Source: an optimization exercise on an open RTL-to-GDS flow (aim: small area and a short achievable clock period). Production flows keep margins and buffers that such runs may drop.
Function was checked by simulation only, so behaviour that the tests miss may differ from the original.

== alpha ==
// ebd_mfc
module ebd_mfc (
    input  wire        clk,
    input  wire        rst,
    output wire        adc_req,
    output wire [1:0]  adc_ch,
    input  wire        adc_done,
    input  wire [9:0]  adc_data,
    input  wire        btn_a,
    input  wire        btn_b,
    output wire [15:0] duty_out,
    output wire        load_en,
    output wire        fan_en,
    output wire        led,
    output wire        frame_valid,
    input  wire        disp_ack,
    input  wire        host_valid,
    input  wire        host_we,
    input  wire [3:0]  host_addr,
    input  wire [31:0] host_wdata,
    output reg  [31:0] host_rdata
);
    localparam [2:0] PH_DERIVE    = 3'd3;
    localparam [2:0] PH_PROTECT   = 3'd4;
    localparam [2:0] PH_MODE      = 3'd5;
    localparam [2:0] PH_REGULATE  = 3'd6;
    localparam [2:0] PH_HANDOFF   = 3'd7;
    localparam [1:0] M_OFF = 2'd0;
    localparam [1:0] M_ON  = 2'd2;
    localparam [1:0] M_LVC = 2'd3;
    localparam [10:0] DUTY_OFF = 11'd1025;
    localparam [10:0] DUTY_MIN = 11'd300;
    localparam [10:0] DUTY_MAX = 11'd1000;
    reg [2:0]         phase;
    reg [12:0]        current_r;    
    reg [15:0]        voltage_r;    
    reg               hg_r;
    reg [10:0]        duty_r;
    reg [1:0]         mode_r;
    reg [1:0]         disp_mode_r;
    reg               last_ok_r;
    reg               pend_a_r;
    reg               pend_b_r;
    reg signed [31:0] target_r;
    reg signed [31:0] lvcut_r;
    reg               fan_r;
    wire [3:0]  cursor;
    wire [13:0] acc0, acc1, acc2, acc_true;
    wire        p0, p1, p2;
    wire sampling  = (phase <= 3'd2);
    wire sample_ok = sampling & adc_done;
    wire advance   = sampling ? adc_done :
  ...
clock: 70.0 ns
lec_check: 0
cap_margin: 20
core_margin: 2
core_utilization: 60
cts_cluster_diameter: 60
cts_cluster_size: 30
place_density: 0.75
slew_margin: 20
standard.sh (not shown) runs the stock make flow with config.mk's settings and CLKGATE_MAP_FILE= SYNTH_SCRIPT=/design/flow/synth_recipe.tcl, a recipe that flattens the netlist after the stock synthesis.
==> flow/flow/run.sh <==
#!/bin/bash
# The standard layout (the standard.sh, standard synthesis unchanged), with
# two changes to how it is made:
#  - the port buffers are buf_2 cells instead of the delay buffer buffer_ports
#    picks by default;
#  - the timing repair steps aim for a setup slack margin, so that they size
#    and buffer the longest paths instead of stopping at the 70 ns period.
# The constraints (constraint.sdc, the 70 ns clock) are the standard flow's, unchanged.
set -euo pipefail
export SETUP_SLACK_MARGIN=55.1
export BUFFER_PORTS_ARGS="-buffer_cell sky130_fd_sc_hd__buf_2"
bash standard.sh > standard.log 2>&1
alpha has completed all stages; timing, DRC and antenna checks passed.
diff inputs: alpha => beta
# alpha
export LEC_CHECK = 0
export CAP_MARGIN = 20
export CORE_MARGIN = 2
export CORE_UTILIZATION = 60
export CTS_CLUSTER_DIAMETER = 60
export CTS_CLUSTER_SIZE = 30
export PLACE_DENSITY = 0.75
export SLEW_MARGIN = 20
create_clock -name core_clock -period 70.0 [get_ports {clk}]
# beta
export LEC_CHECK = 0
export CAP_MARGIN = 20
export CORE_MARGIN = 2
export CORE_UTILIZATION = 40
export SLEW_MARGIN = 20
create_clock -name core_clock -period 70.0 [get_ports {clk}]
diff --git a/flow/flow/run.sh b/flow/flow/run.sh
--- a/flow/flow/run.sh
+++ b/flow/flow/run.sh
@@ -4 +4 @@
-#  - the port buffers are buf_2 cells instead of the delay buffer buffer_ports
+#  - the port buffers are buf_4 cells instead of the delay buffer buffer_ports
@@ -10,2 +10,2 @@
-export SETUP_SLACK_MARGIN=55.1
-export BUFFER_PORTS_ARGS="-buffer_cell sky130_fd_sc_hd__buf_2"
+export SETUP_SLACK_MARGIN=54.8
+export BUFFER_PORTS_ARGS="-buffer_cell sky130_fd_sc_hd__buf_4"
Notes after the runs:
alpha has higher worst slew margin relative to its limit than beta. Relative to alpha, the post-cts resize count measured on beta has decreased by more than half. Overall global routing resource usage on beta is down relative to alpha. Critical path arrival was lower in alpha than in beta. Higher non-filler instance count after layout was reported by beta, not alpha. Going from alpha to beta, detailed-route wire length on metal 1 grows by 6.9%. Taking alpha as the reference, in beta final weighted congestion of routability-driven global placement has decreased; wire length of the first global-routing pass has decreased; multi-input combinational cell count has decreased. Number of max-cap violations: alpha vs beta identical. Against alpha as the reference, beta delivers a lower maximum frequency.
> inputs changed (beta -> gamma)
# beta
export LEC_CHECK = 0
export CAP_MARGIN = 20
export CORE_MARGIN = 2
export CORE_UTILIZATION = 40
export SLEW_MARGIN = 20
create_clock -name core_clock -period 70.0 [get_ports {clk}]
# gamma
export LEC_CHECK = 0
export CAP_MARGIN = 20
export CORE_MARGIN = 2
export CORE_UTILIZATION = 70
export CTS_CLUSTER_DIAMETER = 60
export CTS_CLUSTER_SIZE = 30
export PLACE_DENSITY = 0.85
export SLEW_MARGIN = 20
create_clock -name core_clock -period 70.0 [get_ports {clk}]
diff --git a/flow/flow/run.sh b/flow/flow/run.sh
--- a/flow/flow/run.sh
+++ b/flow/flow/run.sh
@@ -4 +4 @@
-#  - the port buffers are buf_4 cells instead of the delay buffer buffer_ports
+#  - the port buffers are buf_2 cells instead of the delay buffer buffer_ports
@@ -11 +11 @@
-export BUFFER_PORTS_ARGS="-buffer_cell sky130_fd_sc_hd__buf_4"
+export BUFFER_PORTS_ARGS="-buffer_cell sky130_fd_sc_hd__buf_2"
Notes after the runs:
- The slew at the pin closest to its max-slew limit in gamma sits 0.084 ns above the value recorded for beta.
- As far as logic depth of the worst path, buffers included is concerned, beta and gamma perform about the same.
- gamma has area fraction of clock buffers and clock inverters below what beta had.
- In the flow results for gamma and beta, the number of setup buffers added after CTS is smaller on gamma.
- gamma and beta ended up with roughly the same fraction of the cycle the final worst path needs.
diff inputs: gamma => delta
# gamma
export LEC_CHECK = 0
export CAP_MARGIN = 20
export CORE_MARGIN = 2
export CORE_UTILIZATION = 70
export CTS_CLUSTER_DIAMETER = 60
export CTS_CLUSTER_SIZE = 30
export PLACE_DENSITY = 0.85
export SLEW_MARGIN = 20
create_clock -name core_clock -period 70.0 [get_ports {clk}]
# delta
export LEC_CHECK = 0
export CAP_MARGIN = 20
export CORE_MARGIN = 2
export CORE_UTILIZATION = 60
export PLACE_DENSITY = 0.75
export SLEW_MARGIN = 20
create_clock -name core_clock -period 70.0 [get_ports {clk}]
Notes after the runs:
Clock tree buffer count of the final layout is lower on gamma. [delta vs gamma] first-pass GRT wire length: lower in delta. The core of delta is less densely filled than that of gamma. Looking at width of the die across delta and gamma, the one that comes out higher is delta. The final critical path time including I/O delays and setup of delta was superior to that of gamma. Compare delta and gamma | cell count lower: gamma.

==> port drivers added, routing unchanged <==
How much do the figures lean on ideal ports? The routed layouts below were timed once more, with nothing changed but the port constraints. Step 1 sets driving cells, clkbuf_16 on the clock port and buf_2 on the other inputs (assumed; they add their load-dependent delay and slew). Step 2 times the ports against the registers' clock, not the clock port: input delays grow and output delays shrink by t, the midpoint of the rising clock arrivals with the driver on. a / b / c = no drivers / after step 1 / after step 2; a / b = the first two.
| run | t, ns | setup slack, ns | latest minus earliest clock arrival (ns) | slew at the worst register clock pin (ns) | cell pins on the clock port's net |
|---|---|---|---|---|---|
| alpha | 0.646 | 54.896 / 54.828 / 54.296 | 0.048 / 0.048 | 0.11 / 0.11 | 1 |
| beta | 0.678 | 54.822 / 54.757 / 54.190 | 0.058 / 0.058 | 0.06 / 0.06 | 1 |
| gamma | 0.660 | 54.810 / 54.747 / 54.211 | 0.038 / 0.038 | 0.11 / 0.11 | 1 |
| delta | 0.703 | 54.817 / 54.749 / 54.174 | 0.061 / 0.061 | 0.08 / 0.08 | 1 |
After both steps setup and hold are still met in every run listed. For delta, which loses most, drivers alone change the setup slack by -0.068 ns; drivers and shift together by -0.643 ns.
